Source: an optimization exercise on an open RTL-to-GDS flow (aim: small area, a short achievable clock period and few clock cycles). Production flows keep margins and buffers that such runs may drop.
In this exercise RTL edits were held to simulation tests only and were not proved equivalent to the original.
Power and IR drop assume default switching activity.

Setup of job 4030:
Design rle_codec, start of the top module:
module rle_codec (
    input  wire        clk,
    input  wire        rst,
    input  wire        in_valid,
    output wire        in_ready,
    input  wire [7:0]  in_data,
    input  wire        in_last,
    input  wire        in_mode,
    output wire        out_valid,
    input  wire        out_ready,
    output wire [7:0]  out_data,
    output wire        done,
    output wire        err,
    output wire [15:0] err_pos
);
    localparam NR = 128;        
    reg  [10:0] sq0, sq1;       
    reg         sv0, sv1;
    reg         in_rdy;
    reg  [7:0]  lastin;         
    assign in_ready = in_rdy;
    wire        push_in = in_valid && in_rdy;
    wire        pop_in;
    reg         fst;            
    reg         lmode;          
    wire        nmode = fst ? in_mode : lmode;
    wire [10:0] nq = {in_data == lastin, nmode, in_last, in_data};
    wire [7:0]  hd = sq0[7:0];
    wire        hl = sq0[8];
    wire        hm = sq0[9];
    wire        hs = sq0[10];
    wire        hv = sv0;
    always @(posedge clk) begin
        if (push_in) begin
            lastin <= in_data;
            lmode  <= nmode;
        end
        if (rst)
            fst <= 1'b1;
        else if (push_in)
            fst <= in_last;
    end
    always @(posedge clk) begin
        if (rst) begin
            sv0    <= 1'b0;
            sv1    <= 1'b0;
            in_rdy <= 1'b1;
        end else begin
            if (pop_in) begin
                if (sv1) begin
                    sv1 <= 1'b0;
                end else if (!push_in) begin
                    sv0 <= 1'b0;
                end
                in_rdy <= 1'b1;
            end else if (push_in) begin
                if (sv0) begin
                    sv1    <= 1'b1;
  ...
make LEC_CHECK=0 CAP_MARGIN=20 CORE_MARGIN=2 CORE_UTILIZATION=40 CTS_BUF_LIST=sky130_fd_sc_hd__clkbuf_8 CTS_CLUSTER_DIAMETER=60 CTS_CLUSTER_SIZE=18 PLACE_DENSITY=0.6 SETUP_SLACK_MARGIN=3.6 SLEW_MARGIN=20 finish   # period 6.0 ns
run.sh (not shown) runs the stock make flow with config.mk's settings and CLKGATE_MAP_FILE= SYNTH_SCRIPT=/design/flow/synth_recipe.tcl, a recipe that flattens the netlist after the stock synthesis.
Testbench counts of job 4030, summed over its fixed seeds: cycles 140,343.
Relative to job 4030, the following input files were edited for job 8911:
# job 4030
export LEC_CHECK = 0
export CAP_MARGIN = 20
export CORE_MARGIN = 2
export CORE_UTILIZATION = 40
export CTS_BUF_LIST = sky130_fd_sc_hd__clkbuf_8
export CTS_CLUSTER_DIAMETER = 60
export CTS_CLUSTER_SIZE = 18
export PLACE_DENSITY = 0.6
export SETUP_SLACK_MARGIN = 3.6
export SLEW_MARGIN = 20
create_clock -name core_clock -period 6.0 [get_ports {clk}]
# job 8911
export LEC_CHECK = 0
export CAP_MARGIN = 20
export CORE_MARGIN = 2
export CORE_UTILIZATION = 40
export CTS_BUF_LIST = sky130_fd_sc_hd__clkbuf_8
export CTS_CLUSTER_DIAMETER = 60
export CTS_CLUSTER_SIZE = 18
export PLACE_DENSITY = 0.6
export SETUP_SLACK_MARGIN = 3.7
export SLEW_MARGIN = 20
create_clock -name core_clock -period 6.0 [get_ports {clk}]
==> summary.txt <==
- Of job 4030 and job 8911, the run reporting the lower fmax was job 8911.
- Looking at job 4030 and job 8911, the mean routed wirelength per cell is a wash.
- Compared with job 4030, job 8911 shows final weighted congestion in routability-driven placement that has gone up by a few percent.
- On leakage power total: between job 4030 and job 8911, it ends up lower for job 4030.
- Setup slack: job 8911 less than job 4030
- As far as total I/O pin count goes, job 4030 and job 8911 are indistinguishable; the numbers are identical.
- Wire: job 8911 routes more than job 4030
Changes in job 6599 relative to job 8911:
# job 8911
export LEC_CHECK = 0
export CAP_MARGIN = 20
export CORE_MARGIN = 2
export CORE_UTILIZATION = 40
export CTS_BUF_LIST = sky130_fd_sc_hd__clkbuf_8
export CTS_CLUSTER_DIAMETER = 60
export CTS_CLUSTER_SIZE = 18
export PLACE_DENSITY = 0.6
export SETUP_SLACK_MARGIN = 3.7
export SLEW_MARGIN = 20
create_clock -name core_clock -period 6.0 [get_ports {clk}]
# job 6599
export LEC_CHECK = 0
export CAP_MARGIN = 20
export CORE_MARGIN = 2
export CORE_UTILIZATION = 40
export CTS_BUF_LIST = sky130_fd_sc_hd__clkbuf_8
export CTS_CLUSTER_DIAMETER = 60
export CTS_CLUSTER_SIZE = 18
export PLACE_DENSITY = 0.6
export SETUP_SLACK_MARGIN = 3.4
export SLEW_MARGIN = 20
create_clock -name core_clock -period 6.0 [get_ports {clk}]
Findings:
Job 6599 finished all stages; the layout is clean.
Compared to job 8911, the routing of job 6599 uses less wire.
Of job 8911 and job 6599, the higher routed length on met2 belongs to job 8911.
As of job 6599, total length of routed met3 wires had fallen by a few percent compared to job 8911.

* * *

Starting RTL as in the previous note.
Settings: LEC_CHECK=0, CAP_MARGIN=20, CORE_MARGIN=2, CORE_UTILIZATION=40, CTS_BUF_LIST=sky130_fd_sc_hd__clkbuf_8, CTS_CLUSTER_DIAMETER=60, CTS_CLUSTER_SIZE=18, PLACE_DENSITY=0.6, SETUP_SLACK_MARGIN=3.5, SLEW_MARGIN=20; clock period 6.0 ns.
Testbench counts at the start, summed over its fixed seeds: cycles 140,343.
Next try:
Settings changed: SETUP_SLACK_MARGIN 3.5 to 3.2.
Result: Clock power rises by 4.4%; global-route usage is lower by 0.22 points; worst hold slack got worse by 0.016 ns.

what the ideal ports hide:
The flow's constraints put no driver on any port. The routed layouts listed below were extracted and timed again, unchanged, in two steps.
Step 1 assumes that a clkbuf_16 drives the clock port and a buf_2 every other input.
Step 2 times the ports against the registers' clock, not the clock port: input delays grow and output delays shrink by t, the midpoint of the rising clock arrivals with the driver on.
Three values: ideal, step 1, step 2; two values: the first two.
| run | t (ns) | setup WS [ns] | worst register clock-pin slew, ns |
|---|---|---|---|
| job 4030 | 0.790 | 3.376 / 3.376 / 2.984 | 0.11 / 0.11 |
| job 8911 | 0.791 | 3.306 / 3.306 / 3.029 | 0.11 / 0.11 |
| job 6599 | 0.801 | 3.256 / 3.256 / 2.939 | 0.11 / 0.11 |
| the first run of note 2 | 0.790 | 3.373 / 3.373 / 2.950 | 0.11 / 0.11 |
| the second run of note 2 | 0.811 | 3.192 / 3.192 / 2.539 | 0.11 / 0.11 |
After both steps every run listed still meets setup and hold. The setup slack of the second run of note 2, which loses most, moves by 0.000 ns with the drivers and by -0.653 ns with both steps.
